From an optimization exercise on the open Yosys and OpenROAD flow, aimed at a short achievable clock period and few clock cycles; shortcuts taken in it are not production practice. The RTL was checked by simulation tests, not by an equivalence proof against the original design. Power and IR drop assume default switching activity.

### design.v
module beebc_decoder (
    input  wire [3:0] opcode,
    output wire       is_lda,
    output wire       is_alu,    
    output wire       is_sub,
    output wire       is_sta,
    output wire       is_ldi,
    output wire       is_jmp,
    output wire       is_jc,
    output wire       is_jz,
    output wire       is_out,
    output wire       is_hlt
);
    assign is_lda = (opcode == 4'd1);
    assign is_alu = (opcode == 4'd2) | (opcode == 4'd3);
    assign is_sub = (opcode == 4'd3);
    assign is_sta = (opcode == 4'd4);
    assign is_ldi = (opcode == 4'd5);
    assign is_jmp = (opcode == 4'd6);
    assign is_jc  = (opcode == 4'd7);
    assign is_jz  = (opcode == 4'd8);
    assign is_out = (opcode == 4'd14);
    assign is_hlt = (opcode == 4'd15);
endmodule
module beebc_core (
    input  wire       clk,
    input  wire       rst,         
    output wire [3:0] mem_addr,
    input  wire [7:0] mem_rdata,
    output wire [7:0] mem_wdata,
    output wire       mem_we,
    output wire [7:0] out,
    output wire       out_strobe,
    output wire       halted
);
    reg  [7:0] xir;
    reg        xv;          
    reg  [7:0] bop;         
    reg        bv;          
    reg x_lda, x_alu, x_sub, x_sta, x_ldi, x_out, x_hlt;    
    reg  [7:0] fir;
    reg [15:0] f_oh;        
    reg        fv;          
    reg  [3:0] fpc;
    reg  [3:0] fpc1;        
    reg  [3:0] fpc2;        
    reg [15:0] fpc1_oh;     
    reg        pend;        
    reg        pkind;       
    reg  [7:0] firb;
    reg [15:0] fb_oh;
    reg        fbv;
    reg  [3:0] fpcb;
    reg  [3:0] fpcb1;
    reg  [3:0] fpcb2;
    reg [15:0] fpcb1_oh;
    reg  [7:0] a;
    reg  [7:0] alu;
    reg  [7:0] out_r;
    reg        cf;
    reg        zf;
    reg        halted_r;    
    reg        halted_o;    
    reg        out_valid;   
    reg  [7:0] mc [0:15];
    reg [15:0] mv;
    reg  [3:0] pa;          
    reg        pwe;         
    reg        p_opnd;      
    reg        p_fill;      
    function [15:0] dec16;
        input [3:0] v;
        dec16 = 16'h0001 << v;
    endfunction
    function [15:0] rotl;
        input [15:0] v;
        rotl = {v[14:0], v[15]};
    endfunction
    function [15:0] rotr;
        input [15:0] v;
        rotr = {v[0], v[15:1]};
    endfunction
    function [7:0] sel8;
        input [15:0] oh;
        integer k;
        begin
            sel8 = 8'h00;
            for (k = 0; k < 16; k = k + 1)
                sel8 = sel8 | (mc[k] & {8{oh[k]}});
        end
    endfunction
    wire run = ~halted_r;
    wire rd  = ~pwe;
    wire [3:0] xn = xir[3:0];
    wire x_exec  = run & xv & ~((x_lda | x_alu) & ~bv & ~p_opnd) & ~(x_hlt & out_valid);
    wire [7:0] b = bv ? bop : mem_rdata;
    wire advance = run & (~xv | x_exec);    
    wire x_flags = x_exec & x_alu;          
    wire [7:0] sum, dif;
    wire       s_co, d_co;
    beebc_add8 u_add (.x(a), .y(b),    .ci(1'b0), .s(sum), .co(s_co));
    beebc_add8 u_sub (.x(a), .y(~b),   .ci(1'b1), .s(dif), .co(d_co));
    wire       ovf   = x_sub ? ~d_co : s_co;    
    wire [7:0] r     = x_sub ? dif : sum;
    wire       z_new = x_sub ? (a == b) : ((a == 8'h00) & (b == 8'h00));
    wire [7:0] alu_next = ovf ? alu : r;
    wire [7:0] a_ld  = (x_exec & x_lda) ? b : ((x_exec & x_ldi) ? {4'h0, xn} : a);
    wire [7:0] a_nr  = x_flags ? r : a_ld;
    wire [7:0] a_nx  = (x_flags & ovf) ? alu : a_nr;
    wire  [3:0] jn     = fir[3:0];
    wire        jv     = fv & ~pend;
    wire f_lda, f_alu, f_sub, f_sta, f_ldi, f_jmp, f_jc, f_jz, f_out, f_hlt;
    beebc_decoder u_dj (
        .opcode (fir[7:4]),
        .is_lda (f_lda), .is_alu (f_alu), .is_sub (f_sub), .is_sta (f_sta),
        .is_ldi (f_ldi), .is_jmp (f_jmp), .is_jc  (f_jc),  .is_jz  (f_jz),
        .is_out (f_out), .is_hlt (f_hlt)
    );
    wire j_pend  = x_flags & (f_jc | f_jz);
    wire j_taken = f_jmp | (~x_flags & ((f_jc & cf) | (f_jz & zf)));
    wire [15:0] rd_oh = dec16(mem_rdata[3:0]);
    wire        m1_w  = pwe & (xn == jn);
    wire        m1_r  = rd  & (pa == jn);
    wire        m1_v  = |(mv & f_oh);
    wire  [7:0] m1    = sel8(f_oh & mv) | (mem_rdata & {8{m1_r}});
    wire [15:0] m1_oh = dec16(m1[3:0]);
    wire        m1ok  = ~m1_w & (m1_v | m1_r);
    wire        m2_w  = pwe & (xn == fpc1);
    wire        m2_r  = rd  & (pa == fpc1);
    wire        m2_v  = |(mv & fpc1_oh);
    wire  [7:0] m2    = sel8(fpc1_oh & mv) | (mem_rdata & {8{m2_r}});
    wire [15:0] m2_oh = dec16(m2[3:0]);
    wire        m2ok  = ~m2_w & (m2_v | m2_r);
    wire        j_self = f_sta & |(f_oh & fpc1_oh);
    wire        m2okf  = m2ok & ~j_self;
    wire        psel    = pkind ? zf : cf;
    wire        pr_b    = rd & (pa == fpcb);    
    wire        pr_a    = rd & (pa == fpc);     
    wire        pv      = psel ? (fv | pr_a) : (fbv | pr_b);
    wire  [7:0] pir     = psel ? (fv ? fir : mem_rdata) : (fbv ? firb : mem_rdata);
    wire [15:0] p_oh    = psel ? (fv ? f_oh : rd_oh) : (fbv ? fb_oh : rd_oh);
    wire  [3:0] ppc     = psel ? fpc  : fpcb;
    wire  [3:0] ppc1    = psel ? fpc1 : fpcb1;
    wire  [3:0] ppc2    = psel ? fpc2 : fpcb2;
    wire [15:0] ppc1_oh = psel ? fpc1_oh : fpcb1_oh;
    wire        f_fill  = ~fv & p_fill & ~pend;
    wire b_lda, b_alu, b_sub, b_sta, b_ldi, b_jmp, b_jc, b_jz, b_out, b_hlt;
    beebc_decoder u_db (
        .opcode (mem_rdata[7:4]),
        .is_lda (b_lda), .is_alu (b_alu), .is_sub (b_sub), .is_sta (b_sta),
        .is_ldi (b_ldi), .is_jmp (b_jmp), .is_jc  (b_jc),  .is_jz  (b_jz),
        .is_out (b_out), .is_hlt (b_hlt)
    );
    wire        byp    = advance & f_fill;
    wire  [3:0] b_n    = mem_rdata[3:0];
    wire        b_self = (b_n == fpc);              
    wire        b_bv   = |(mv & rd_oh) | b_self;
    wire  [7:0] b_op   = sel8(rd_oh & mv) | (mem_rdata & {8{b_self}});
    wire        b_ld   = b_lda | b_alu;
    wire        b_pend = x_flags & (b_jc | b_jz);
    wire        b_use  = b_jmp | (x_flags ? (b_jc | b_jz) : ((b_jc & cf) | (b_jz & zf)));
    wire  [3:0] b_fpc  = b_use ? b_n : fpc1;
    wire        b_fv   = ~b_use & m2_v & ~(b_sta & (b_n == fpc1));
    wire halt_nx = halted_r | halted_o | (x_exec & x_hlt);
    wire outv_nx = x_exec & x_out;
    wire       jd_sta  = f_sta & ~halt_nx;
    wire       f_ld    = f_lda | f_alu;
    wire [3:0] jn1     = jn + 4'd1;
    wire [15:0] fpc2_oh = rotl(fpc1_oh);
    wire [15:0] jn1_oh  = rotl(f_oh);
    wire       hd_sta  = xv & x_sta & ~halt_nx;
    wire       hd_opnd = xv & (x_lda | x_alu) & ~bv & ~p_opnd;
    wire       fv_h    = fv | f_fill;
    wire [3:0] pf_h    = |(mv & fpc1_oh) ? fpc2 : fpc1;
    wire       s_step  = advance & jv;
    wire       s_pick  = advance & pend;
    wire       s_hold  = ~advance & (hd_sta | hd_opnd);
    wire       s_fill  = ~fv_h;
    wire [3:0] c_pa   [0:3];
    wire       c_opnd [0:3];
    wire       c_fill [0:3];
    genvar gi;
    generate
        for (gi = 0; gi < 4; gi = gi + 1) begin : dec
            wire ok1 = gi[0];    
            wire ok2 = gi[1];    
            wire opnd = f_ld & ~ok1;
            reg [3:0] pa_c;
            reg       fill_c;
            always @(*) begin
                fill_c = 1'b0;
                if (s_step) begin
                    if (jd_sta | opnd)
                        pa_c = jn;
                    else if (j_pend)
                        pa_c = ~ok2 ? fpc1 : (~ok1 ? jn : fpc2);
                    else if (j_taken) begin
                        pa_c   = ok1 ? jn1 : jn;
                        fill_c = ~ok1;
                    end else begin
                        pa_c   = ok2 ? fpc2 : fpc1;
                        fill_c = ~ok2;
                    end
                end else if (s_pick) begin
                    pa_c   = pv ? ppc1 : ppc;
                    fill_c = ~pv;
                end else if (byp) begin
                    if (b_sta | (b_ld & ~b_bv))
                        pa_c = b_n;
                    else if (b_pend)
                        pa_c = fpc1;
                    else if (b_fv)
                        pa_c = fpc2;
                    else begin
                        pa_c   = b_fpc;
                        fill_c = 1'b1;
                    end
                end else if (s_hold)
                    pa_c = xn;
                else if (s_fill) begin
                    pa_c   = fpc;
                    fill_c = 1'b1;
                end else
                    pa_c = pf_h;
            end
            assign c_pa[gi]   = pa_c;
            assign c_fill[gi] = fill_c;
            assign c_opnd[gi] = s_step ? opnd : (byp ? (b_ld & ~b_bv) : (s_hold & hd_opnd));
        end
    endgenerate
    wire [1:0] okc     = {m2okf, m1ok};
    wire [3:0] pa_nx   = c_pa[okc];
    wire       fill_nx = c_fill[okc];
    wire       opnd_nx = c_opnd[okc];
    wire       pwe_nx  = s_step ? jd_sta : (byp ? (b_sta & ~halt_nx) : (s_hold & hd_sta));
    wire       jd_opnd = f_ld & ~m1ok;
    wire m1_hlt  = m1ok & (m1[7:4] == 4'hf);
    wire m2_hlt  = m2okf & (m2[7:4] == 4'hf);
    wire fa_hlt  = ~j_pend & (j_taken ? m1_hlt : m2_hlt);
    wire early_a = jv & ~((f_lda | f_alu) & ~m1ok) & ~f_sta & ~f_out & fa_hlt;
    wire fh_hlt  = ~pend & fv & f_hlt;
    wire early_h = xv & ~((x_lda | x_alu) & ~bv & ~p_opnd) & ~x_sta & ~x_out & fh_hlt;
    always @(posedge clk) begin
        if (rst) begin
            mv <= 16'h0000;
        end else if (run) begin
            if (pwe) begin
                mc[pa]    <= a;
            end else begin
                mc[pa]    <= mem_rdata;
            end
            mv[pa] <= 1'b1;
        end
    end
    wire        use_a   = j_taken | j_pend;      
    wire  [7:0] fir_nx  = use_a ? m1 : m2;
    wire [15:0] f_oh_nx = use_a ? m1_oh : m2_oh;
    reg   [7:0] fload;
    always @(*) begin
        if (byp)                fload = m2;
        else if (advance & jv)  fload = fir_nx;
        else if (advance & pend) fload = pir;
        else                     fload = mem_rdata;
    end
    wire f_load = (advance & (jv | pend)) | f_fill;
    always @(posedge clk) begin
        if (rst) begin
            xv       <= 1'b0;
            fv       <= 1'b0;
            pend     <= 1'b0;
            fpc      <= 4'h0;
            fpc1     <= 4'h1;
            fpc2     <= 4'h2;
            fpc1_oh  <= 16'h0002;
            a        <= 8'h00;
            alu      <= 8'h00;
            out_r    <= 8'h00;
            cf       <= 1'b0;
            zf       <= 1'b0;
            halted_r <= 1'b0;
            halted_o <= 1'b0;
            out_valid <= 1'b0;
            pa       <= 4'h0;
            pwe      <= 1'b0;
            p_opnd   <= 1'b0;
            p_fill   <= 1'b1;
        end else begin
            out_valid <= outv_nx;
            if (run) begin
                pa     <= pa_nx;
                pwe    <= pwe_nx;
                p_opnd <= opnd_nx;
                p_fill <= fill_nx;
                if (f_load) begin
                    fir   <= fload;
                end
                if (byp) begin
                    xir   <= mem_rdata;
                    xv    <= 1'b1;
                    x_lda <= b_lda;
                    x_alu <= b_alu;
                    x_sub <= b_sub;
                    x_sta <= b_sta;
                    x_ldi <= b_ldi;
                    x_out <= b_out;
                    x_hlt <= b_hlt;
                    bv    <= b_bv;
                    fv    <= b_fv;
                    f_oh  <= m2_oh;
                    fbv   <= 1'b0;
                    pend  <= b_pend;
                    pkind <= b_jz;
                    fpc     <= b_fpc;
                    fpc1    <= b_use ? b_n + 4'd1 : fpc2;
                    fpc2    <= b_use ? b_n + 4'd2 : fpc2 + 4'd1;
                    fpc1_oh <= b_use ? rotl(rd_oh) : fpc2_oh;
                    fpcb     <= fpc1;
                    fpcb1    <= fpc2;
                    fpcb2    <= fpc2 + 4'd1;
                    fpcb1_oh <= fpc2_oh;
                    halted_o <= halt_nx | (b_hlt & ~outv_nx);
                end else if (advance) begin
                    xir   <= fir;
                    xv    <= jv;
                    x_lda <= f_lda;
                    x_alu <= f_alu;
                    x_sub <= f_sub;
                    x_sta <= f_sta;
                    x_ldi <= f_ldi;
                    x_out <= f_out;
                    x_hlt <= f_hlt;
                    bv    <= m1ok;
                    if (jv) begin
                        f_oh <= f_oh_nx;
                        fv   <= use_a ? m1ok : m2okf;
                        pend <= j_pend;
                        pkind <= f_jz;
                        if (use_a) begin
                            fpc     <= jn;
                            fpc1    <= jn1;
                            fpc2    <= jn + 4'd2;
                            fpc1_oh <= jn1_oh;
                        end else begin
                            fpc     <= fpc1;
                            fpc1    <= fpc2;
                            fpc2    <= fpc2 + 4'd1;
                            fpc1_oh <= fpc2_oh;
                        end
                        firb     <= m2;
                        fb_oh    <= m2_oh;
                        fbv      <= m2okf;
                        fpcb     <= fpc1;
                        fpcb1    <= fpc2;
                        fpcb2    <= fpc2 + 4'd1;
                        fpcb1_oh <= fpc2_oh;
                    end else if (pend) begin
                        f_oh    <= p_oh;
                        fv      <= pv;
                        pend    <= 1'b0;
                        fpc     <= ppc;
                        fpc1    <= ppc1;
                        fpc2    <= ppc2;
                        fpc1_oh <= ppc1_oh;
                    end
                    halted_o <= halt_nx | (((jv & f_hlt) | early_a) & ~outv_nx);
                end else begin
                    if (p_opnd) begin
                        bv  <= 1'b1;
                    end
                    if (f_fill) begin
                        f_oh <= rd_oh;
                        fv   <= 1'b1;
                    end
                    halted_o <= halt_nx | (((xv & x_hlt) | early_h) & ~outv_nx);
                end
            end
            a <= a_nx;
            bop <= byp ? b_op : (advance ? m1 : mem_rdata);
            if (x_flags) begin
                alu <= alu_next;
                cf  <= ovf;
                zf  <= z_new;
            end
            if (x_exec) begin
                if (x_out) out_r <= a;
                if (x_hlt) halted_r <= 1'b1;
            end
            if (halted_o) halted_r <= 1'b1;
        end
    end
    assign mem_addr   = pa;
    assign mem_wdata  = a;
    assign mem_we     = pwe;
    assign out        = out_r;
    assign out_strobe = out_valid;
    assign halted     = halted_o;
endmodule
module beebc_add8 (
    input  wire [7:0] x,
    input  wire [7:0] y,
    input  wire       ci,
    output wire [7:0] s,
    output wire       co
);
    wire [7:0] p = x ^ y;
    wire [7:0] g0 = {x[7:1] & y[7:1], (x[0] & y[0]) | (p[0] & ci)};
    wire [7:0] p0 = p;
    wire [7:0] g1, p1, g2, p2, g3;
    genvar i;
    generate
        for (i = 0; i < 8; i = i + 1) begin : l1
            if (i >= 1) begin : a
                assign g1[i] = g0[i] | (p0[i] & g0[i-1]);
                assign p1[i] = p0[i] & p0[i-1];
            end else begin : b
                assign g1[i] = g0[i];
                assign p1[i] = p0[i];
            end
        end
        for (i = 0; i < 8; i = i + 1) begin : l2
            if (i >= 2) begin : a
                assign g2[i] = g1[i] | (p1[i] & g1[i-2]);
                assign p2[i] = p1[i] & p1[i-2];
            end else begin : b
                assign g2[i] = g1[i];
                assign p2[i] = p1[i];
            end
        end
        for (i = 0; i < 8; i = i + 1) begin : l3
            if (i >= 4) begin : a
                assign g3[i] = g2[i] | (p2[i] & g2[i-4]);
            end else begin : b
                assign g3[i] = g2[i];
            end
        end
    endgenerate
    wire [7:0] c = {g3[6:0], ci};
    assign s  = p ^ c;
    assign co = g3[7];
endmodule
### run.sh
#!/bin/bash
# synth_recipe.tcl (not shown) runs the flow's synth.tcl, then flattens the netlist and writes it again
# the make line also repeats each setting of config.mk as NAME=value (left out here)
make -C /OpenROAD-flow-scripts/flow DESIGN_CONFIG=/design/flow/config.mk WORK_HOME=/design/flow/orfs CLKGATE_MAP_FILE= SYNTH_SCRIPT=/design/flow/synth_recipe.tcl finish
### config.mk
export PLATFORM = sky130hd
export DESIGN_NAME = beebc_core
export DESIGN_NICKNAME = beebc_core
export VERILOG_FILES = /design/flow/design.v
export SDC_FILE = /design/flow/constraint.sdc
export NUM_CORES = 4
export LEC_CHECK = 0
export ABC_CLOCK_PERIOD_IN_PS = 2000
export CAP_MARGIN = 20
export CORE_MARGIN = 2
export CORE_UTILIZATION = 40
export SETUP_SLACK_MARGIN = 3.0
export SLEW_MARGIN = 20
### constraint.sdc
create_clock -name core_clock -period 5.0 [get_ports {clk}]
set_input_delay 1.0000 -clock core_clock [delete_from_list [all_inputs] [get_ports {clk}]]
set_output_delay 1.0000 -clock core_clock [all_outputs]
set_load 0.01 [all_outputs]
==> metrics.yaml, run 1 <==
path_class: "reg -> reg"
seq_area_frac_synth_pct: 45.5
hold_class: "reg -> reg"
syn-num-nets: 2025
synth_ff_type: "edfxtp_1"
clock_sinks: 309
avgRoutedWirePerCell_um: 34.0
start_util_pct: 40.8
synth_cell_types: 95
max_cap_viol_count: 0
viasPerCell: 7.16
dieArea_um2: 48200
start_kind: "register"
clock_path_buffers: 3
period_share_pct: 61.6
grt_pass1_vias: 19500
grt_pass1_wl_mm: 138
rr_worst_depth: 11
syn_avg_cell_area_um2: 9.39
firstDrtPassIters: 10
regToRegStartpoint: "bv$_DFFE_PP_"
r2r-end: "f_oh[11]$_DFFE_PP_"
htreeDepth: 2
critPathCapture: "f_oh[11]$_DFFE_PP_"
cts_tree: "done"
die_w_um: 220
crit_slowest_cell: "edfxtp_1"
clkLatencyLatePin_ps: 580
run_status: "timing/DRC/antenna clean"
synth_seq_cells: 309
portBuffers: 32
power_frac_comb_pct: 62.6
min_period_ps: 3080
synthCells: 1980
syn-cell-area_um2: 18600
max-vdd-ir-drop_v: 0.000480
track_usage_pct: 39.5
synth_edf_count: 226
critPathMostFrequentCell: "buf_6"
intPower_uw: 10600
hold_viol_final: 0
tightestPinTransition_ps: 975
die_h_um: 220
antenna_found_initial: 2
crit_chain: "buf_4, buf_6, or2_4, o2111a_2, buf_6, a211o_4, buf_6, nand3_4, o221ai_2, a311oi_2, a21oi_1"
yosys-top-cells-area: "edfxtp_1 37%, dfxtp_1 8.9%, a21oi_1 4.4%"
max_stage_delay_ps: 450
r2r_slack_ps: 1920
setup_viol: 0
drive_gt1_share_pct: 41.3
clk_pin_slew_ps: 60
dp_hpwl_mm: 56.8
crit_arrival_ps: 3390
yosys-top-cells-count: "226 x edfxtp_1, 191 x nor2_1, 163 x nand2_1, 162 x a21oi_1, 138 x clkbuf_1"
totalWireLength_mm: 99.1
setup_ws_ps: 1920
path_delay_family: "compound AO/OA/AOI/OAI gates"
dp_slack_ps: 736
root_buffer: "clkbuf_16"
synth.yosys.warnings: 1
place.gp.congestion: 1.03
finalClockSkew_ps: 22.6
end_kind: "register"
path_max_fanout: 4
io_pins: 33
cp.depth: 11
synthMostInstantiatedCell: "edfxtp_1"
drc: 0
swShare_pct: 46.7
vias: 20900
synth_top_cell_by_area: "edfxtp_1"
p_seq_share_pct: 23.4
grt_max_degree: 45
slew_viol_final: 0
netSwitchingPower_uw: 9280
ant_nets: 0
drt_iter0_drc: 3904
async_reset_ff_share_pct: 0
clock_power_share_pct: 13.9
worst-path-buf-inv: 4
core.rowCount: 78
rsz0062_at_grt: "yes"
p_leak_uw: 0.00984
final_nets: 2330
crit_required_ps: 5310
cts_made_buffers: 37
slew_headroom_pct: 34.3
setup.worst_path.start: "bv$_DFFE_PP_"
setup_tns_ps: 0
area_delta_synth_final_pct: 46.2
fin_area_um2: 27200
gr-total-overflow: 0
placed_area_um2: 20000
synth_top_area_share_pct: 36.5
cts_hold_buf: 0
core-area_um2: 45600
power_density_nw_per_um2: 731
fmax_mhz: 325
[layout make-up]
class,count,area [µm²]
timing repair buffer,440,4870
inverter,46,234
tap,600,751
multi-input combinational,1450,11500
timing repair inverter,1,11.3
antenna,1,2.50
sequential,309,8570
fill,3516,18400
clock inverter,16,123
clock buffer,51,1080
[worst min path at each step]
stage / from / end / cells past startpoint
floorplan: fpc2[2]$_SDFFE_PP0P_ / fpcb1[2]$_DFFE_PP_ / 0
global placement: out_r[0]$_SDFFE_PP0P_ / out_r[0]$_SDFFE_PP0P_ / 2
detailed placement: out_r[1]$_SDFFE_PP0P_ / out_r[1]$_SDFFE_PP0P_ / 2
CTS: alu[7]$_SDFFE_PP0P_ / alu[7]$_SDFFE_PP0P_ / 2
global route: alu[7]$_SDFFE_PP0P_ / alu[7]$_SDFFE_PP0P_ / 2
finish: alu[7]$_SDFFE_PP0P_ / alu[7]$_SDFFE_PP0P_ / 2
[power by group through the flow]
| stage | registers [µW] | logic (µW) | clock network, µW |
|---|---|---|---|
| 4_1_cts | 4570 | 10700 | 2770 |
| 3_5_place_dp | 4880 | 7000 | 0 |
| 5_1_grt | 4660 | 12800 | 2880 |
| 3_3_place_gp | 4890 | 6960 | 0 |
| 6_report | 4660 | 12400 | 2770 |
| 2_1_floorplan | 4050 | 5450 | 0 |
[stage by stage]
stage	hold WS [ps]	util, %	power [µW]	instances
2_1_floorplan	406	-	9490	1980
3_3_place_gp	442	44.0	11900	2483
3_5_place_dp	453	44.0	11900	2483
4_1_cts	463	56.8	18100	2835
5_1_grt	486	59.6	20300	2914
6_report	463	59.6	19900	2914
[cells in the final DEF (no fill, tap or decap), drive strengths merged, types with 34 or more instances in the layout]
cell type  instances
nand4             54
mux2i             41
nand2            165
a32oi             54
a21oi            162
edfxtp           226
a22oi             85
nor2             197
o21ai             92
nand3             96
buf              433
clkbuf            52
inv               45
nor3              42
dfxtp             83
a221oi            34
[registers in the layout, summed over array words and instances, names as in the netlist, 16 cells and up]
signal,cells
mv,16
fpc1_oh,16
mc,128
fpcb1_oh,16
fb_oh,16
f_oh,16
[metal layers]
metal | GRT usage (%) | vias up | part of all wire (%) | wire (µm)
met5 | 0 | - | 0 | 0
met1 | 50.4 | 10000 | 36 | 35400
li1 | - | 8270 | - | -
met4 | 25.2 | 0 | 9.1 | 9020
met3 | 12.7 | 614 | 14 | 13900
met2 | 57.5 | 1976 | 41 | 40900
[what timing repair did]
action | CTS | global route
pin swaps | 203 | 103
setup endpoints to repair | 521 | 464
gates resized for setup | 643 | 130
buffers inserted | 267 | 76
hold endpoints to repair | 0 | 0
gates cloned | 18 | 2
[kinds of logic after synthesis]
kind of cell | count (synthesis) | share of synthesized area [%]
flops | 309 | 45.5
fa+ha+maj | 35 | 2.44
compound gates | 640 | 24.3
buf+inv | 228 | 5.28
simple gates | 668 | 17.4
mux | 56 | 3.12
xor+xnor | 44 | 2.07
[worst reg2reg max path, stage by stage, from the launching register on]
cell and delay (ps):
edfxtp_1 450, buf_4 170, buf_6 110, or2_4 280, o2111a_2 340, buf_6 140
a211o_4 400, buf_6 160, nand3_4 100, o221ai_2 120, a311oi_2 440, a21oi_1 110
Testbench counts, summed over its fixed seeds: cycles 26,090.
==> inputs of run 2 (changes only) <==
--- a/design.v
+++ b/design.v
@@ -93,8 +93,8 @@
     wire rd  = ~pwe;
     wire [3:0] xn = xir[3:0];
-    wire x_exec  = run & xv & ~((x_lda | x_alu) & ~bv & ~p_opnd) & ~(x_hlt & out_valid);
+    wire x_exec  = run & xv & ~(x_hlt & out_valid);
     wire [7:0] b = bv ? bop : mem_rdata;
     wire advance = run & (~xv | x_exec);    
-    wire x_flags = x_exec & x_alu;          
+    wire x_flags = run & xv & x_alu;        
     wire [7:0] sum, dif;
     wire       s_co, d_co;
@@ -169,11 +169,8 @@
     wire [15:0] fpc2_oh = rotl(fpc1_oh);
     wire [15:0] jn1_oh  = rotl(f_oh);
-    wire       hd_sta  = xv & x_sta & ~halt_nx;
-    wire       hd_opnd = xv & (x_lda | x_alu) & ~bv & ~p_opnd;
     wire       fv_h    = fv | f_fill;
     wire [3:0] pf_h    = |(mv & fpc1_oh) ? fpc2 : fpc1;
     wire       s_step  = advance & jv;
     wire       s_pick  = advance & pend;
-    wire       s_hold  = ~advance & (hd_sta | hd_opnd);
     wire       s_fill  = ~fv_h;
     wire [3:0] c_pa   [0:3];
@@ -216,7 +213,5 @@
                         fill_c = 1'b1;
                     end
-                end else if (s_hold)
-                    pa_c = xn;
-                else if (s_fill) begin
+                end else if (s_fill) begin
                     pa_c   = fpc;
                     fill_c = 1'b1;
@@ -226,5 +221,5 @@
             assign c_pa[gi]   = pa_c;
             assign c_fill[gi] = fill_c;
-            assign c_opnd[gi] = s_step ? opnd : (byp ? (b_ld & ~b_bv) : (s_hold & hd_opnd));
+            assign c_opnd[gi] = s_step ? opnd : (byp & b_ld & ~b_bv);
         end
     endgenerate
@@ -233,5 +228,5 @@
     wire       fill_nx = c_fill[okc];
     wire       opnd_nx = c_opnd[okc];
-    wire       pwe_nx  = s_step ? jd_sta : (byp ? (b_sta & ~halt_nx) : (s_hold & hd_sta));
+    wire       pwe_nx  = s_step ? jd_sta : (byp & b_sta & ~halt_nx);
     wire       jd_opnd = f_ld & ~m1ok;
     wire m1_hlt  = m1ok & (m1[7:4] == 4'hf);
==> metrics.yaml, run 2 <==
fin_area_um2: 27600  # +1.7%
fin_util_pct: 60.9  # +1.3 points
synth_top_cell_by_area: "edfxtp_1"
r2r_slack_ps: 1930  # about the same
critPathCapture: "a[6]$_SDFFE_PP0P_"
max-vdd-ir-drop_v: 0.000643  # +34%
r2r-end: "a[6]$_SDFFE_PP0P_"
async_reset_ff_share_pct: 0  # unchanged
ant_nets: 0  # unchanged
core.rowCount: 78  # unchanged
min_period_ps: 3070  # -11.7 ps
area_delta_synth_final_pct: 50.6
grt_pass1_wl_mm: 135  # -2.1%
grt_pass1_vias: 19000  # -2.3%
hold_class: "reg -> reg"
path_class: "reg -> reg"
clk_pin_slew_ps: 70  # about the same
yosys-top-cells-area: "edfxtp_1 37%, dfxtp_1 9.1%, a22oi_1 6.7%"
synth.yosys.warnings: 1  # unchanged
yosys-top-cells-count: "225 x edfxtp_1, 215 x nand2_1, 163 x a22oi_1, 163 x nor2_1, 144 x a21oi_1"
setup.worst_path.start: "bv$_DFFE_PP_"
dieArea_um2: 47600  # -1.2%
crit_slowest_cell: "edfxtp_1"
io_pins: 33  # unchanged
drive_gt1_share_pct: 43.9  # +2.6 points
synth_ff_type: "edfxtp_1"
critPathMostFrequentCell: "o21a_1"
syn_avg_cell_area_um2: 9.38  # about the same
fmax_mhz: 326  # +0.38%
dp_hpwl_mm: 55.9  # -1.7%
portBuffers: 32  # unchanged
cts_hold_buf: 0  # unchanged
slew_viol_final: 0  # unchanged
regMostFlops: "mc"
root_buffer: "clkbuf_16"
die_w_um: 218  # -0.62%
htreeDepth: 2  # unchanged
antenna_found_initial: 2  # unchanged
hold-worst-slack_ps: 486  # +22.3 ps
synth_edf_count: 225  # -0.44%
layout_common_cells: "259 x buf_4, 225 x edfxtp_1, 178 x nand2_1, 143 x a22oi_1, 123 x nor2_1"
seq_area_frac_synth_pct: 45.9  # +0.42 points
die_h_um: 218  # -0.62%
crit_chain: "buf_12, mux2i_4, inv_2, ha_4, fa_2, nor2b_1, o21ai_2, a21boi_1, o21a_1, o21a_1, o311ai_4, nor2_2, buf_6, o211ai_1, a311oi_1"
power_density_nw_per_um2: 663  # -9.3%
drt_iter0_drc: 3567  # -8.6%
synthMostInstantiatedCell: "edfxtp_1"
vias: 20400  # -2.1%
setup_viol: 0  # unchanged
clock_sinks: 308  # -0.32%
viasPerCell: 6.94  # -3.1%
max_stage_delay_ps: 400  # -50 ps
gr-total-overflow: 0  # unchanged
end_kind: "register"
placed_area_um2: 19800  # -1.1%
tightestPinTransition_ps: 749  # -227 ps
final_nets: 2360  # +1.3%
avgRoutedWirePerCell_um: 33.3  # -2.0%
period_share_pct: 61.4  # -0.23 points
hold_depth: 2  # unchanged
final_common_cell: "buf_4"
slew_headroom_pct: 50.0  # +16 points
hold_viol_final: 0  # unchanged
synth_top_area_share_pct: 36.8  # +0.30 points
syn-cell-area_um2: 18400  # -1.3%
start_util_pct: 40.4  # -0.34 points
max_cap_viol_count: 0  # unchanged
drc: 0  # unchanged
path_max_fanout: 6  # +2
grt_use_met3_pct: 12.1  # -0.62 points
grt_max_degree: 55  # +22%
core-area_um2: 45400  # -0.43%
rr_worst_depth: 15  # +4
place.gp.congestion: 0.970  # -5.9%
rsz0062_at_grt: "yes"
synthCells: 1956  # -1.2%
synth_cell_types: 82  # -14%
p_leak_uw: 0.0103  # +4.9%
regToRegStartpoint: "bv$_DFFE_PP_"
finalClockSkew_ps: 26.7  # +4.18 ps
run_status: "timing/DRC/antenna clean"
cts_made_buffers: 35  # -5.4%
fillers: 3553  # +1.1%
grt.met2_usage_pct: 58.6  # +1.1 points
syn-num-nets: 2001  # -1.2%
firstDrtPassIters: 10  # unchanged
start_kind: "register"
grtUsageMet1_pct: 49.1  # -1.3 points
crit_arrival_ps: 3530  # +140 ps
cts_tree: "done"
totalWireLength_mm: 98.1  # -1.1%
clock_path_buffers: 3  # unchanged
crit_required_ps: 5460  # +150 ps
largest_register_ffs: 128  # unchanged
track_usage_pct: 39.3  # -0.24 points
clkLatencyLatePin_ps: 570  # about the same
setup_tns_ps: 0  # unchanged
busiest_layer: "met2"
synth_seq_cells: 308  # -0.32%
run 2: changes by cell type after synthesis, moves of 9 or more:
cell	change
nor2_1	-28
nor2b_1	+9
buf_2	+18
o21ai_0	-11
a22oi_1	+78
nand2_1	+52
clkbuf_1	-23
a32oi_1	-52
o221ai_1	-18
a21oi_1	-18
nand3_1	-45
and2_1	+28
o211a_1	-9
run 2: timing repair:
item	CTS	global route
setup endpoints to repair	519	271
hold endpoints to repair	0	0
cloned	16	6
pin swaps	221	132
setup buffers	286	91
resized for setup	735	156
run 2: final cells by class:
| type | count | area, µm² | share of cell area (%) |
|---|---|---|---|
| multi-input combinational | 1444 | 11600 | 42.0 |
| sequential | 308 | 8550 | 30.9 |
| timing repair buffer | 485 | 5360 | 19.4 |
| clock buffer | 41 | 898 | 3.25 |
| tap | 600 | 751 | 2.72 |
| clock inverter | 22 | 273 | 0.987 |
| inverter | 41 | 195 | 0.706 |
| antenna | 2 | 5.00 | 0.0181 |
run 2: metrics by stage:
stage	power [µW]	std cells	worst slack (ps)
2_1_floorplan	8640	1956	1680
3_3_place_gp	10800	2479	599
3_5_place_dp	10800	2479	476
4_1_cts	16600	2844	1980
5_1_grt	18800	2941	1770
6_report	18300	2943	1930
run 2: per-layer routing:
metal	up-vias	share of wire [%]
met1	9771	36
li1	8176	-
met2	1899	42
met5	-	0.014
met3	577	13
met4	2	8.8
run 2: power by group:
part | internal (µW) | leakage, µW | switching, µW
clock | 1610 | 0.000565 | 1150
sequential | 3600 | 0.00281 | 674
combinational | 5030 | 0.00695 | 6270
run 2: worst max-delay path, delay by kind of cell, from the launching register on:
kind | cells | cell delay, ps
AOI/OAI and AO/OA | 7 | 1050
adders and majority gates | 2 | 520
buffers and inverters | 3 | 380
DFF | 1 | 400
muxes | 1 | 270
and+or+nand+nor | 2 | 330
run 2: worst min path at each step:
stage                             startpoint                      to
floorplan               fpc1[3]$_SDFFE_PP0P_       fpcb[3]$_DFFE_PP_
finish                   alu[7]$_SDFFE_PP0P_     alu[7]$_SDFFE_PP0P_
global route        fpc1_oh[11]$_SDFFE_PP0P_  fpcb1_oh[12]$_DFFE_PP_
detailed placement       alu[7]$_SDFFE_PP0P_     alu[7]$_SDFFE_PP0P_
CTS                      alu[6]$_SDFFE_PP0P_       a[6]$_SDFFE_PP0P_
global placement         alu[6]$_SDFFE_PP0P_     alu[6]$_SDFFE_PP0P_
run 2: kinds of logic after synthesis:
group                      Yosys count  synth area share, %
adders and majority gates           35                 2.47
DFF                                308                 45.9
and+or+nand+nor                    678                 18.0
AOI/OAI and AO/OA                  621                 23.3
xor gates and xnor gates            46                 2.20
muxes                               61                 3.44
buffers and inverters              207                 4.75
Testbench counts of run 2, summed over its fixed seeds: cycles 26,090.
==> inputs of run 3 (changes only) <==
--- a/design.v
+++ b/design.v
@@ -38,4 +38,5 @@
     reg  [7:0] bop;         
     reg        bv;          
+    reg        bsel_n;      
     reg x_lda, x_alu, x_sub, x_sta, x_ldi, x_out, x_hlt;    
     reg  [7:0] fir;
@@ -94,5 +95,5 @@
     wire [3:0] xn = xir[3:0];
     wire x_exec  = run & xv & ~(x_hlt & out_valid);
-    wire [7:0] b = bv ? bop : mem_rdata;
+    wire [7:0] b = bsel_n ? mem_rdata : bop;
     wire advance = run & (~xv | x_exec);    
     wire x_flags = run & xv & x_alu;        
@@ -301,4 +302,5 @@
                     x_hlt <= b_hlt;
                     bv    <= b_bv;
+                    bsel_n <= ~b_bv;
                     fv    <= b_fv;
                     f_oh  <= m2_oh;
@@ -326,4 +328,5 @@
                     x_hlt <= f_hlt;
                     bv    <= m1ok;
+                    bsel_n <= ~m1ok;
                     if (jv) begin
                         f_oh <= f_oh_nx;
@@ -362,4 +365,5 @@
                     if (p_opnd) begin
                         bv  <= 1'b1;
+                        bsel_n <= 1'b0;
                     end
                     if (f_fill) begin
==> metrics.yaml, run 3 <==
finalNonFillerCells: 2914  # -0.99%
setup_tns_ps: 0  # unchanged
clock_path_buffers: 3  # unchanged
core-area_um2: 46600  # +2.6%
grt_pass1_vias: 19100  # +0.30%
antenna_found_initial: 3  # +1
async_reset_ff_share_pct: 0  # unchanged
synth.area.mux_share_pct: 3.51  # +0.077 points
max-vdd-ir-drop_v: 0.000498  # -22%
yosys-top-cells-count: "225 x edfxtp_1, 179 x nand2_1, 168 x nor2_1, 138 x a21oi_1, 124 x clkbuf_1"
clock_sinks: 308  # unchanged
synth_compound_area_share_pct: 23.7  # +0.41 points
slew_headroom_pct: 45.1  # -5.0 points
max_cap_viol_count: 0  # unchanged
place.gp.congestion: 1.02  # +5.2%
dieArea_um2: 48800  # +2.6%
path_max_fanout: 4  # -2
syn_avg_cell_area_um2: 9.48  # +1.0%
power_density_nw_per_um2: 664  # +0.14%
netSwitchingPower_uw: 8220  # +1.7%
power_frac_comb_pct: 59.8  # -1.8 points
fmax_mhz: 314  # -3.7%
hold_viol_final: 0  # unchanged
ant_nets: 0  # unchanged
layout_common_cells: "230 x buf_4, 225 x edfxtp_1, 148 x nand2_1, 120 x nor2_1, 114 x buf_6"
synth.yosys.warnings: 1  # unchanged
crit_slowest_cell: "edfxtp_1"
rsz0062_at_grt: "yes"
p_leak_uw: 0.00997  # -3.4%
htreeDepth: 2  # unchanged
fin_area_um2: 27000  # -2.2%
slew_viol_final: 0  # unchanged
yosys.area_share.xor_xnor_pct: 2.09  # -0.10 points
critPathMostFrequentCell: "inv_2"
synth_top_family_by_area: "compound AO/OA/AOI/OAI gates"
intPower_uw: 9730  # -5.0%
seq_area_frac_synth_pct: 44.7  # -1.2 points
grt_pass1_wl_mm: 139  # +2.9%
syn-cell-area_um2: 18800  # +2.7%
start_util_pct: 40.5  # about the same
synthMostInstantiatedCell: "edfxtp_1"
dp_hpwl_mm: 61.0  # +9.3%
dp.cells: 2535  # +2.3%
min_period_ps: 3190  # +118 ps
tightestPinTransition_ps: 817  # +68.3 ps
crit_required_ps: 5480  # +20 ps
portBuffers: 32  # unchanged
vias: 20500  # +0.15%
firstDrtPassIters: 8  # -2
largest_register_ffs: 128  # unchanged
swShare_pct: 45.8  # +1.7 points
dr_wl_met3_mm: 12.6  # -4.2%
synthCells: 1988  # +1.6%
setup_viol: 0  # unchanged
run_status: "timing/DRC/antenna clean"
antennaDiodeCount: 0  # -2
drive_gt1_share_pct: 41.4  # -2.5 points
highest_layer: "met5"
viasPerCell: 7.02  # +1.1%
synth_seq_cells: 308  # unchanged
final_nets: 2323  # -1.6%
drt_iter0_drc: 3316  # -7.0%
final_common_cell: "buf_4"
synth_top_cell_by_area: "edfxtp_1"
crit_arrival_ps: 3660  # +130 ps
grt_max_degree: 44  # -20%
cts_made_buffers: 38  # +8.6%
path_class: "reg -> reg"
yosys-top-cells-area: "edfxtp_1 36%, dfxtp_1 8.8%, a21oi_1 3.7%"
wl_met1_mm: 36.7  # +4.1%
synth-simple-area-share_pct: 18.2  # +0.23 points
hold_class: "reg -> reg"
io_pins: 33  # unchanged
placed_area_um2: 20200  # +1.9%
cts_tree: "done"
drc: 0  # unchanged
p_seq_share_pct: 24.8  # +1.5 points
clk_pin_slew_ps: 60  # about the same
synth_cell_types: 101  # +23%
finalClockSkew_ps: 25.8  # -0.955 ps
root_buffer: "clkbuf_16"
totalWireLength_mm: 101  # +2.8%
syn-num-nets: 2033  # +1.6%
start_kind: "register"
setup.worst_path.start: "bsel_n$_DFFE_PP_"
route.met2.wl_mm: 42.8  # +4.5%
area_delta_synth_final_pct: 43.5
clock_power_share_pct: 15.3  # +0.3 points
track_usage_pct: 38.9  # -0.34 points
die_h_um: 221  # +1.3%
synth_ff_type: "edfxtp_1"
avgRoutedWirePerCell_um: 34.6  # +3.8%
die_w_um: 221  # +1.3%
synth_top_area_share_pct: 35.9  # -0.95 points
end_kind: "register"
clkLatencyLatePin_ps: 580  # about the same
core.rowCount: 79  # +1.3%
hp-start: "out_r[4]$_SDFFE_PP0P_"
fillers: 3827  # +7.7%
max_stage_delay_ps: 500  # +100 ps
regToRegStartpoint: "bsel_n$_DFFE_PP_"
synthAdderAreaFrac_pct: 2.40  # -0.064 points
regMostFlops: "mc"
synth_edf_count: 225  # unchanged
gr-total-overflow: 0  # unchanged
crit_chain: "mux2i_4, inv_2, ha_4, inv_2, fa_2, o21bai_1, a21oi_2, or4b_4, a311oi_4, a221oi_4, buf_4, buf_6, mux2i_1, a21oi_1"
period_share_pct: 63.8  # +2.4 points
==> run 3: what timing repair did <==
item | 4_1_cts | 5_1_grt
setup buffers | 225 | 74
hold buffers | 0 | 0
gates cloned | 9 | 2
gates resized for setup | 677 | 179
setup endpoints to repair | 497 | 396
pin swaps | 194 | 142
==> run 3: cell type report <==
class,count,area [µm²],share of cell area [%]
Clock buffer,50,1070,3.95
Clock inverter,19,138,0.509
Inverter,49,240,0.889
Multi-Input combinational cell,1464,11900,44.1
Sequential cell,308,8560,31.7
Tap cell,607,759,2.81
Timing Repair Buffer,415,4330,16.0
Timing Repair inverter,2,15.0,0.0555
==> run 3: final timing paths <==
check	to	slack, ps	cells after the start
setup / recovery	a[1]$_SDFFE_PP0P_	1810	14
hold / removal	out_r[4]$_SDFFE_PP0P_	460	2
setup reg to reg	a[1]$_SDFFE_PP0P_	1810	14
hold reg to reg	out_r[4]$_SDFFE_PP0P_	460	2
==> run 3: cell families after synthesis <==
logic type	after synthesis
mux	63
buf+inv	221
fa+ha+maj	35
compound gates	630
flops	308
xor+xnor	45
simple gates	686
==> run 3: stage by stage <==
stage / util [%] / total power (µW) / setup slack (ps) / hold WS (ps)
floorplan: - / 8710 / 1330 / 406
global placement: 43.4 / 11100 / 336 / 442
detailed placement: 43.4 / 11100 / 258 / 449
CTS: 54.8 / 16300 / 1820 / 461
global route: 58.1 / 18400 / 1690 / 477
finish: 58.1 / 18000 / 1810 / 459
==> run 3: worst max-delay path: cells and delay by family (launching register included) <==
family                     cells  cell delay (ps)
and+or+nand+nor                1              500
muxes                          2              380
AOI/OAI and AO/OA              5              790
buffers and inverters          4              450
DFF                            1              500
adders and majority gates      2              480
==> run 3: metal layers <==
metal / vias to the layer above / global-route usage (%)
li1: 8288 / -
met1: 9869 / 49.2
met2: 1746 / 58.3
met3: 547 / 11.7
met4: 6 / 23.9
met5: - / 0.978
==> run 3: power by group through the flow <==
| stage | Combinational (µW) | Clock, µW | Sequential (µW) |
|---|---|---|---|
| finish | 10700 | 2750 | 4460 |
| global route | 11100 | 2870 | 4480 |
| CTS | 9100 | 2770 | 4390 |
| detailed placement | 6600 | 0 | 4540 |
| global placement | 6590 | 0 | 4550 |
| floorplan | 4730 | 0 | 3980 |
Testbench counts of run 3, summed over its fixed seeds: cycles 26,090.
==> inputs of run 4 (changes only) <==
--- a/design.v
+++ b/design.v
@@ -38,5 +38,4 @@
     reg  [7:0] bop;         
     reg        bv;          
-    reg        bsel_n;      
     reg x_lda, x_alu, x_sub, x_sta, x_ldi, x_out, x_hlt;    
     reg  [7:0] fir;
@@ -95,5 +94,5 @@
     wire [3:0] xn = xir[3:0];
     wire x_exec  = run & xv & ~(x_hlt & out_valid);
-    wire [7:0] b = bsel_n ? mem_rdata : bop;
+    wire [7:0] b = bv ? bop : mem_rdata;
     wire advance = run & (~xv | x_exec);    
     wire x_flags = run & xv & x_alu;        
@@ -156,5 +155,5 @@
     wire  [3:0] b_n    = mem_rdata[3:0];
     wire        b_self = (b_n == fpc);              
-    wire        b_bv   = |(mv & rd_oh) | b_self;
+    wire        b_bv   = mv[b_n] | b_self;
     wire  [7:0] b_op   = sel8(rd_oh & mv) | (mem_rdata & {8{b_self}});
     wire        b_ld   = b_lda | b_alu;
@@ -283,5 +282,5 @@
         end else begin
             out_valid <= outv_nx;
-            if (run) begin
+            begin
                 pa     <= pa_nx;
                 pwe    <= pwe_nx;
@@ -302,5 +301,4 @@
                     x_hlt <= b_hlt;
                     bv    <= b_bv;
-                    bsel_n <= ~b_bv;
                     fv    <= b_fv;
                     f_oh  <= m2_oh;
@@ -328,5 +326,4 @@
                     x_hlt <= f_hlt;
                     bv    <= m1ok;
-                    bsel_n <= ~m1ok;
                     if (jv) begin
                         f_oh <= f_oh_nx;
@@ -365,5 +362,4 @@
                     if (p_opnd) begin
                         bv  <= 1'b1;
-                        bsel_n <= 1'b0;
                     end
                     if (f_fill) begin
--- a/config.mk
+++ b/config.mk
@@ -6,8 +6,8 @@
 export NUM_CORES = 4
 export LEC_CHECK = 0
-export ABC_CLOCK_PERIOD_IN_PS = 2000
 export CAP_MARGIN = 20
 export CORE_MARGIN = 2
-export CORE_UTILIZATION = 40
-export SETUP_SLACK_MARGIN = 3.0
+export CORE_UTILIZATION = 50
+export SETUP_SLACK_MARGIN = 2.4
 export SLEW_MARGIN = 20
+export TNS_END_PERCENT = 100
==> metrics.yaml, run 4 <==
yosys-top-cells-count: "226 x edfxtp_1, 187 x nor2_1, 152 x a22oi_1, 150 x nand2_1, 136 x clkbuf_1"
max_stage_delay_ps: 460  # -40 ps
finalClockSkew_ps: 33.5  # +7.73 ps
portBuffers: 32  # unchanged
grtUsageMet1_pct: 54.3  # +5.1 points
dp_hpwl_mm: 52.0  # -15%
die_h_um: 196  # -11%
crit_arrival_ps: 3590  # -70 ps
synth.yosys.warnings: 1  # unchanged
cts_hold_buf: 0  # unchanged
hold_class: "reg -> reg"
critPathMostFrequentCell: "buf_6"
grt_pass1_vias: 17200  # -10%
gr-total-overflow: 0  # unchanged
path_class: "reg -> reg"
max-vdd-ir-drop_v: 0.000414  # -17%
viasPerCell: 7.42  # +5.7%
synthCells: 1926  # -3.1%
avgRoutedWirePerCell_um: 32.9  # -4.8%
synth_top_area_share_pct: 36.8  # +0.92 points
busiest_layer: "met2"
antennaDiodeCount: 0  # unchanged
syn_avg_cell_area_um2: 9.58  # +1.1%
fillers: 2900  # -24%
die_w_um: 196  # -11%
drt_iter0_drc: 3490  # +5.2%
fin_total_pwr_uw: 14800  # -18%
place.gp.congestion: 1.01  # -0.75%
synth_cell_types: 87  # -14%
cts_made_buffers: 37  # -2.6%
clock_sinks: 309  # +0.32%
crit_required_ps: 5410  # -70 ps
end_kind: "register"
area_delta_synth_final_pct: 27.2
syn-num-nets: 1971  # -3.0%
fmax_mhz: 315  # +0.27%
grt_max_degree: 51  # +16%
clock_path_buffers: 3  # unchanged
dp.cells: 2313  # -8.8%
start_kind: "register"
io_pins: 33  # unchanged
track_usage_pct: 42.0  # +3.1 points
path_max_fanout: 6  # +2
async_reset_ff_share_pct: 0  # unchanged
totalWireLength_mm: 84.3  # -16%
synth_seq_cells: 309  # +0.32%
yosys-top-cells-area: "edfxtp_1 37%, dfxtp_1 9.0%, a22oi_1 6.2%"
layout_common_cells: "226 x edfxtp_1, 169 x buf_4, 165 x nor2_1, 144 x a22oi_1, 139 x nand2_1"
crit_slowest_cell: "edfxtp_1"
rsz0062_at_grt: "yes"
drive_gt1_share_pct: 28.4  # -13 points
root_buffer: "clkbuf_16"
crit_chain: "mux2i_4, inv_2, buf_6, ha_4, fa_2, nor2b_2, o21ai_2, a21oi_2, o311a_1, o41ai_4, buf_4, nor3_4, buf_6, buf_16, buf_6, a211oi_2"
grt.met2_usage_pct: 63.5  # +5.1 points
slew_headroom_pct: 36.3  # -8.8 points
cts_tree: "done"
regMostFlops: "mc"
final_common_cell: "edfxtp_1"
p_leak_uw: 0.00837  # -16%
drc: 0  # unchanged
seq_area_frac_synth_pct: 45.8  # +1.1 points
period_share_pct: 63.6  # -0.17 points
firstDrtPassIters: 7  # -1
grt_pass1_wl_mm: 118  # -15%
clk_pin_slew_ps: 60  # about the same
min_period_ps: 3180  # -8.43 ps
clkLatencyLatePin_ps: 580  # about the same
finalNonFillerCells: 2560  # -12%
vias: 19000  # -7.1%
max_cap_viol_count: 0  # unchanged
slew_viol_final: 0  # unchanged
setup_tns_ps: 0  # unchanged
synth_edf_count: 226  # +0.44%
largest_register_ffs: 128  # unchanged
htreeDepth: 2  # unchanged
hold_viol_final: 0  # unchanged
final_nets: 2109  # -9.2%
run_status: "timing/DRC/antenna clean"
core.rowCount: 70  # -11%
tightestPinTransition_ps: 948  # +132 ps
antenna_found_initial: 1  # -2
core-area_um2: 36400  # -22%
setup_viol: 0  # unchanged
syn-cell-area_um2: 18500  # -2.1%
ant_nets: 0  # unchanged
synth_top_cell_by_area: "edfxtp_1"
dieArea_um2: 38500  # -21%
synth_ff_type: "edfxtp_1"
start_util_pct: 50.6  # +10 points
grt_use_met3_pct: 12.4  # +0.67 points
worst-path-buf-inv: 6  # +2
power_density_nw_per_um2: 630  # -5.1%
path_delay_family: "buffers and inverters"
synthMostInstantiatedCell: "edfxtp_1"
## run 4: cell types whose count changed in the layout (fill, tap and decap cells not counted), sizes merged, moves of 13 or more
cell	delta
buf	-181
a22oi	+63
nand2	-30
and3	-29
clkdlybuf4s50	+19
nor2	+18
a222oi	-17
a311oi	-14
nand3	-14
a22o	-13
nand4	+13
## run 4: worst paths after layout
check	cells past startpoint	slack [ps]	from	end
max	16	1820	bv$_DFFE_PP_	alu[0]$_SDFFE_PP0P_
min	2	490	alu[7]$_SDFFE_PP0P_	alu[7]$_SDFFE_PP0P_
max reg2reg	16	1820	bv$_DFFE_PP_	alu[0]$_SDFFE_PP0P_
min reg2reg	2	490	alu[7]$_SDFFE_PP0P_	alu[7]$_SDFFE_PP0P_
## run 4: timing repair
action	in CTS	in global routing
setup endpoints to repair	164	295
gates cloned	3	5
gates resized for setup	228	180
setup buffers	79	93
pin swaps	27	82
## run 4: area by class of cell
class | count | area, µm² | share of cell area, %
multi-input cells | 1420 | 10600 | 44.9
flip-flops and latches | 309 | 8510 | 36.2
repair buffers | 259 | 2540 | 10.8
clock buffers | 54 | 1010 | 4.30
well taps | 468 | 586 | 2.49
inverters | 37 | 150 | 0.640
clock inverters | 13 | 130 | 0.554
## run 4: worst register-to-register path: stages (launching register included)
cell and delay, ps:
edfxtp_1 460, mux2i_4 320, inv_2 90, buf_6 120, ha_4 150, fa_2 370
nor2b_2 130, o21ai_2 80, a21oi_2 170, o311a_1 250, o41ai_4 70, buf_4 170
nor3_4 230, buf_6 150, buf_16 110, buf_6 90, a211oi_2 50
## run 4: logic make-up (layout without fill, tap and decap cells)
logic type	Yosys count	after routing	synth area share, %
adders and majority gates	35	35	2.45
AOI/OAI and AO/OA	632	632	24.0
xor gates and xnor gates	47	47	2.23
muxes	65	65	4.24
buffers and inverters	199	363	4.20
DFF	309	309	45.8
and+or+nand+nor	639	641	17.1
## run 4: per-layer routing
layer  up-vias  share of wire [%]
met2      1713                 43
met5         -              0.011
li1       7725                  -
met3       456                 14
met1      9099                 36
met4         2                6.8
## run 4: power by group
group          leakage (µW)  total, µW  switching, µW  internal [µW]
registers           0.00281       4380            842           3540
clock network      0.000551       2660           1150           1510
logic               0.00502       7750           4700           3050
## run 4: stage by stage
step                worst slack, ps  instance area, µm²  utilization [%]  hold slack, ps
CTS                            1890               22000             60.3             475
global route                   1660               23500             64.4             514
detailed placement              365               19400             53.2             470
finish                         1820               23500             64.4             487
floorplan                      1350               19000                -             406
global placement                475               19400             53.2             465
Testbench counts of run 4, summed over its fixed seeds: cycles 26,090.
==> inputs of run 5 (changes only) <==
--- a/design.v
+++ b/design.v
@@ -41,4 +41,5 @@
     reg  [7:0] fir;
     reg [15:0] f_oh;        
+    reg [15:0] f_ohn;       
     reg        fv;          
     reg  [3:0] fpc;
@@ -46,4 +47,5 @@
     reg  [3:0] fpc2;        
     reg [15:0] fpc1_oh;     
+    reg [15:0] fpc1_ohn;    
     reg        pend;        
     reg        pkind;       
@@ -93,17 +95,16 @@
     wire rd  = ~pwe;
     wire [3:0] xn = xir[3:0];
-    wire x_exec  = run & xv & ~(x_hlt & out_valid);
-    wire [7:0] b = bv ? bop : mem_rdata;
+    wire x_exec  = run & xv & ~((x_lda | x_alu) & ~bv) & ~(x_hlt & out_valid);
     wire advance = run & (~xv | x_exec);    
-    wire x_flags = run & xv & x_alu;        
+    wire x_flags = x_exec & x_alu;          
     wire [7:0] sum, dif;
     wire       s_co, d_co;
-    beebc_add8 u_add (.x(a), .y(b),    .ci(1'b0), .s(sum), .co(s_co));
-    beebc_add8 u_sub (.x(a), .y(~b),   .ci(1'b1), .s(dif), .co(d_co));
+    beebc_add8 u_add (.x(a), .y(bop),  .ci(1'b0), .s(sum), .co(s_co));
+    beebc_add8 u_sub (.x(a), .y(~bop), .ci(1'b1), .s(dif), .co(d_co));
     wire       ovf   = x_sub ? ~d_co : s_co;    
     wire [7:0] r     = x_sub ? dif : sum;
-    wire       z_new = x_sub ? (a == b) : ((a == 8'h00) & (b == 8'h00));
+    wire       z_new = x_sub ? (a == bop) : ((a == 8'h00) & (bop == 8'h00));
     wire [7:0] alu_next = ovf ? alu : r;
-    wire [7:0] a_ld  = (x_exec & x_lda) ? b : ((x_exec & x_ldi) ? {4'h0, xn} : a);
+    wire [7:0] a_ld  = (x_exec & x_lda) ? bop : ((x_exec & x_ldi) ? {4'h0, xn} : a);
     wire [7:0] a_nr  = x_flags ? r : a_ld;
     wire [7:0] a_nx  = (x_flags & ovf) ? alu : a_nr;
@@ -122,5 +123,5 @@
     wire        m1_w  = pwe & (xn == jn);
     wire        m1_r  = rd  & (pa == jn);
-    wire        m1_v  = |(mv & f_oh);
+    wire        m1_v  = |(mv & ~f_ohn);
     wire  [7:0] m1    = sel8(f_oh & mv) | (mem_rdata & {8{m1_r}});
     wire [15:0] m1_oh = dec16(m1[3:0]);
@@ -128,5 +129,5 @@
     wire        m2_w  = pwe & (xn == fpc1);
     wire        m2_r  = rd  & (pa == fpc1);
-    wire        m2_v  = |(mv & fpc1_oh);
+    wire        m2_v  = |(mv & ~fpc1_ohn);
     wire  [7:0] m2    = sel8(fpc1_oh & mv) | (mem_rdata & {8{m2_r}});
     wire [15:0] m2_oh = dec16(m2[3:0]);
@@ -155,5 +156,5 @@
     wire  [3:0] b_n    = mem_rdata[3:0];
     wire        b_self = (b_n == fpc);              
-    wire        b_bv   = mv[b_n] | b_self;
+    wire        b_bv   = |(mv & rd_oh) | b_self;
     wire  [7:0] b_op   = sel8(rd_oh & mv) | (mem_rdata & {8{b_self}});
     wire        b_ld   = b_lda | b_alu;
@@ -169,8 +170,11 @@
     wire [15:0] fpc2_oh = rotl(fpc1_oh);
     wire [15:0] jn1_oh  = rotl(f_oh);
+    wire       hd_sta  = xv & x_sta & ~halt_nx;
+    wire       hd_opnd = xv & (x_lda | x_alu) & ~bv & ~p_opnd;
     wire       fv_h    = fv | f_fill;
-    wire [3:0] pf_h    = |(mv & fpc1_oh) ? fpc2 : fpc1;
+    wire [3:0] pf_h    = m2_v ? fpc2 : fpc1;
     wire       s_step  = advance & jv;
     wire       s_pick  = advance & pend;
+    wire       s_hold  = ~advance & (hd_sta | hd_opnd);
     wire       s_fill  = ~fv_h;
     wire [3:0] c_pa   [0:3];
@@ -213,5 +217,7 @@
                         fill_c = 1'b1;
                     end
-                end else if (s_fill) begin
+                end else if (s_hold)
+                    pa_c = xn;
+                else if (s_fill) begin
                     pa_c   = fpc;
                     fill_c = 1'b1;
@@ -221,5 +227,5 @@
             assign c_pa[gi]   = pa_c;
             assign c_fill[gi] = fill_c;
-            assign c_opnd[gi] = s_step ? opnd : (byp & b_ld & ~b_bv);
+            assign c_opnd[gi] = s_step ? opnd : (byp ? (b_ld & ~b_bv) : (s_hold & hd_opnd));
         end
     endgenerate
@@ -228,5 +234,5 @@
     wire       fill_nx = c_fill[okc];
     wire       opnd_nx = c_opnd[okc];
-    wire       pwe_nx  = s_step ? jd_sta : (byp & b_sta & ~halt_nx);
+    wire       pwe_nx  = s_step ? jd_sta : (byp ? (b_sta & ~halt_nx) : (s_hold & hd_sta));
     wire       jd_opnd = f_ld & ~m1ok;
     wire m1_hlt  = m1ok & (m1[7:4] == 4'hf);
@@ -267,5 +273,6 @@
             fpc1     <= 4'h1;
             fpc2     <= 4'h2;
-            fpc1_oh  <= 16'h0002;
+            fpc1_oh <= 16'h0002;
+            fpc1_ohn <= ~(16'h0002);
             a        <= 8'h00;
             alu      <= 8'h00;
@@ -302,5 +309,6 @@
                     bv    <= b_bv;
                     fv    <= b_fv;
-                    f_oh  <= m2_oh;
+                    f_oh <= m2_oh;
+                    f_ohn <= ~(m2_oh);
                     fbv   <= 1'b0;
                     pend  <= b_pend;
@@ -310,4 +318,5 @@
                     fpc2    <= b_use ? b_n + 4'd2 : fpc2 + 4'd1;
                     fpc1_oh <= b_use ? rotl(rd_oh) : fpc2_oh;
+                    fpc1_ohn <= ~(b_use ? rotl(rd_oh) : fpc2_oh);
                     fpcb     <= fpc1;
                     fpcb1    <= fpc2;
@@ -328,4 +337,5 @@
                     if (jv) begin
                         f_oh <= f_oh_nx;
+                        f_ohn <= ~(f_oh_nx);
                         fv   <= use_a ? m1ok : m2okf;
                         pend <= j_pend;
@@ -336,4 +346,5 @@
                             fpc2    <= jn + 4'd2;
                             fpc1_oh <= jn1_oh;
+                            fpc1_ohn <= ~(jn1_oh);
                         end else begin
                             fpc     <= fpc1;
@@ -341,4 +352,5 @@
                             fpc2    <= fpc2 + 4'd1;
                             fpc1_oh <= fpc2_oh;
+                            fpc1_ohn <= ~(fpc2_oh);
                         end
                         firb     <= m2;
@@ -350,5 +362,6 @@
                         fpcb1_oh <= fpc2_oh;
                     end else if (pend) begin
-                        f_oh    <= p_oh;
+                        f_oh <= p_oh;
+                        f_ohn <= ~(p_oh);
                         fv      <= pv;
                         pend    <= 1'b0;
@@ -357,4 +370,5 @@
                         fpc2    <= ppc2;
                         fpc1_oh <= ppc1_oh;
+                        fpc1_ohn <= ~(ppc1_oh);
                     end
                     halted_o <= halt_nx | (((jv & f_hlt) | early_a) & ~outv_nx);
@@ -365,4 +379,5 @@
                     if (f_fill) begin
                         f_oh <= rd_oh;
+                        f_ohn <= ~(rd_oh);
                         fv   <= 1'b1;
                     end
==> metrics.yaml, run 5 <==
clock_sinks: 341  # +10%
tightestPinTransition_ps: 832  # -117 ps
synth_edf_count: 242  # +7.1%
layout_common_cells: "242 x edfxtp_1, 230 x nand2_1, 201 x nand3_1, 174 x buf_4, 107 x nor2_1"
power_density_nw_per_um2: 679  # +7.7%
dieArea_um2: 42700  # +11%
hold_viol_final: 0  # unchanged
p_leak_uw: 0.00938  # +12%
max_cap_viol_count: 0  # unchanged
htreeDepth: 2  # unchanged
fillers: 3299  # +14%
dp_hpwl_mm: 63.9  # +23%
core-area_um2: 40600  # +12%
ant_nets: 0  # unchanged
slew_viol_final: 0  # unchanged
syn-cell-area_um2: 20500  # +11%
drc: 0  # unchanged
syn_avg_cell_area_um2: 9.25  # -3.4%
grt_max_degree: 43  # -16%
clk_pin_slew_ps: 60  # about the same
finalNonFillerCells: 2909  # +14%
period_share_pct: 57.6  # -6.0 points
synth.yosys.warnings: 1  # unchanged
async_reset_ff_share_pct: 0  # unchanged
multi_input_area_um2: 11900  # +12%
firstDrtPassIters: 10  # +3
die_w_um: 207  # +5.4%
area_delta_synth_final_pct: 26.5
cts_tree: "done"
crit_required_ps: 5480  # +70 ps
gr-total-overflow: 0  # unchanged
portBuffers: 32  # unchanged
path_class: "in -> reg"
synth_top_area_share_pct: 35.4  # -1.4 points
clkLatencyLatePin_ps: 580  # about the same
hold_class: "reg -> reg"
synth_seq_cells: 341  # +10%
fmax_mhz: 347  # +10%
grt_pass1_wl_mm: 135  # +14%
antenna_found_initial: 2  # +1
start_util_pct: 50.5  # -0.15 points
grt_pass1_vias: 19300  # +12%
max-vdd-ir-drop_v: 0.000372  # -10%
cts_hold_buf: 0  # unchanged
crit_arrival_ps: 3360  # -230 ps
synth_cell_types: 99  # +14%
vias: 21400  # +12%
synthMostInstantiatedCell: "nand2_1"
setup_tns_ps: 0  # unchanged
yosys-top-cells-area: "edfxtp_1 35%, dfxtp_1 9.7%, nand3_1 5.2%"
place.gp.congestion: 1.07  # +5.4%
dp.cells: 2652  # +15%
slew_headroom_pct: 44.6  # +8.3 points
setup_viol: 0  # unchanged
synthCells: 2218  # +15%
drt_iter0_drc: 3619  # +3.7%
rsz0062_at_grt: "yes"
run_status: "timing/DRC/antenna clean"
yosys-top-cells-count: "246 x nand2_1, 242 x edfxtp_1, 215 x nand3_1, 141 x clkbuf_1, 127 x nor2_1"
synth_top_cell_by_area: "edfxtp_1"
viasPerCell: 7.34  # -1.1%
final_nets: 2390  # +13%
final_common_cell: "edfxtp_1"
synth_ff_type: "edfxtp_1"
start_kind: "input pin"
largest_register_ffs: 128  # unchanged
regMostFlops: "mc"
end_kind: "register"
clock_path_buffers: 3  # unchanged
finalClockSkew_ps: 30.1  # -3.42 ps
root_buffer: "clkbuf_16"
syn-num-nets: 2262  # +15%
die_h_um: 207  # +5.4%
path_max_fanout: 5  # -1
io_pins: 33  # unchanged
avgRoutedWirePerCell_um: 33.5  # +1.9%
core.rowCount: 74  # +5.7%
seq_area_frac_synth_pct: 45.1  # -0.72 points
totalWireLength_mm: 97.6  # +16%
track_usage_pct: 44.2  # +2.2 points
final-seq-area_um2: 9350  # +9.9%
min_period_ps: 2880  # -300 ps
drive_gt1_share_pct: 28.5  # +0.14 points
cts_made_buffers: 40  # +8.1%
==> run 5: cell types whose count changed after synthesis, sizes merged, moves of 13 or more <==
cell	previous run	this run
nor2	188	132
a211oi	22	46
edfxtp	226	242
o21ai	86	99
nand2	150	247
buf	26	55
dfxtp	83	99
o21a	8	23
nand3	50	215
a22oi	153	61
nand4	59	74
==> run 5: metrics by stage <==
step / area, µm² / total power (µW) / setup slack [ps] / util (%) / hold WS [ps]
4_1_cts: 24500 / 16100 / 2110 / 60.3 / 454
5_1_grt: 26000 / 18100 / 2030 / 63.9 / 470
6_report: 26000 / 17600 / 2120 / 63.9 / 451
3_5_place_dp: 21500 / 12000 / 805 / 53.0 / 445
2_1_floorplan: 21000 / 9340 / 1720 / - / 406
3_3_place_gp: 21500 / 12000 / 901 / 53.0 / 432
==> run 5: logic make-up after synthesis <==
kind of cell	count (synthesis)	share of synthesized area, %
DFF	341	45.1
muxes	60	3.17
xor gates and xnor gates	48	2.05
buffers and inverters	244	5.00
AOI/OAI and AO/OA	597	20.7
adders and majority gates	34	2.15
and+or+nand+nor	894	21.9
==> run 5: critical path, stage by stage <==
cell	delay, ps
buf_8	110
ha_4	170
ha_4	170
and3b_2	210
or4_4	550
nor3_4	300
a31oi_4	160
and2_4	200
o21ai_2	50
o311ai_2	120
a2111oi_2	300
==> run 5: final cells by class <==
type,instances,share of cell area (%)
well taps,532,2.56
multi-input cells,1637,45.7
diodes,1,0.00964
clock inverters,21,0.597
inverters,48,0.790
clock buffers,51,4.22
repair buffers,278,10.1
flip-flops and latches,341,36.0
==> run 5: per-layer routing <==
| layer | wire (µm) | GRT usage [%] | part of all wire, % | vias to the layer above |
|---|---|---|---|---|
| met2 | 41600 | 67.7 | 43 | 1910 |
| met1 | 34200 | 55.8 | 35 | 10100 |
| li1 | - | - | - | 8697 |
| met3 | 12900 | 11.3 | 13 | 600 |
| met5 | 13 | 0 | 0.013 | - |
| met4 | 8780 | 28.1 | 9.0 | 2 |
==> run 5: what timing repair did <==
action / 4_1_cts / 5_1_grt
hold endpoints to repair: 0 / 0
pin swaps: 53 / 114
setup endpoints to repair: 232 / 141
cloned: 3 / 2
setup buffers: 98 / 81
gates resized for setup: 284 / 204
==> run 5: worst paths after layout <==
path / start / end / slack, ps / cells after the start
hold / removal: out_r[4]$_SDFFE_PP0P_ / out_r[4]$_SDFFE_PP0P_ / 450 / 2
hold reg to reg: out_r[4]$_SDFFE_PP0P_ / out_r[4]$_SDFFE_PP0P_ / 450 / 2
setup / recovery: mem_rdata[0] / pa[2]$_SDFF_PP0_ / 2120 / 11
setup reg to reg: f_oh[11]$_DFFE_PP_ / f_ohn[9]$_DFFE_PP_ / 2160 / 13
==> run 5: power by group <==
group / switching [µW] / total [µW] / leakage [µW] / internal [µW]
logic: 5970 / 9680 / 0.00567 / 3710
clock network: 1270 / 2890 / 0.000621 / 1620
registers: 1020 / 5050 / 0.00309 / 4030
total: 8270 / 17600 / 0.00938 / 9360
Testbench counts of run 5, summed over its fixed seeds: cycles 26,560.

[what the ideal ports hide]
No port has a modelled driver above. Below, the same layouts with a new extraction and two added sets of constraints.
Step 1, drivers: a clkbuf_16 drives clk and a buf_2 each remaining input, both assumed.
Step 2 also shifts input and output timing later by t, the mid clock arrival at the registers, as if the neighbouring blocks saw the same clock.
a / b / c = ideal ports / drivers / drivers and shift; a / b = the first two.
run	shift t [ns]	setup slack, ns	worst setup path at the end	worst register clock-pin slew, ns	cell pins on the clock port's net
run 1	0.631	1.919 / 1.919 / 1.463	input to register	0.07 / 0.07	1
run 2	0.627	1.931 / 1.931 / 1.396	input to register	0.07 / 0.07	1
run 3	0.628	1.812 / 1.812 / 1.302	input to register	0.07 / 0.07	1
run 4	0.625	1.821 / 1.821 / 1.243	input to register	0.07 / 0.07	1
run 5	0.627	2.121 / 2.137 / 1.510	input to register	0.07 / 0.07	1
After both steps setup and hold are still met in every run listed. The setup slack of run 5, which loses most, moves by +0.016 ns with the drivers and by -0.611 ns with both steps.
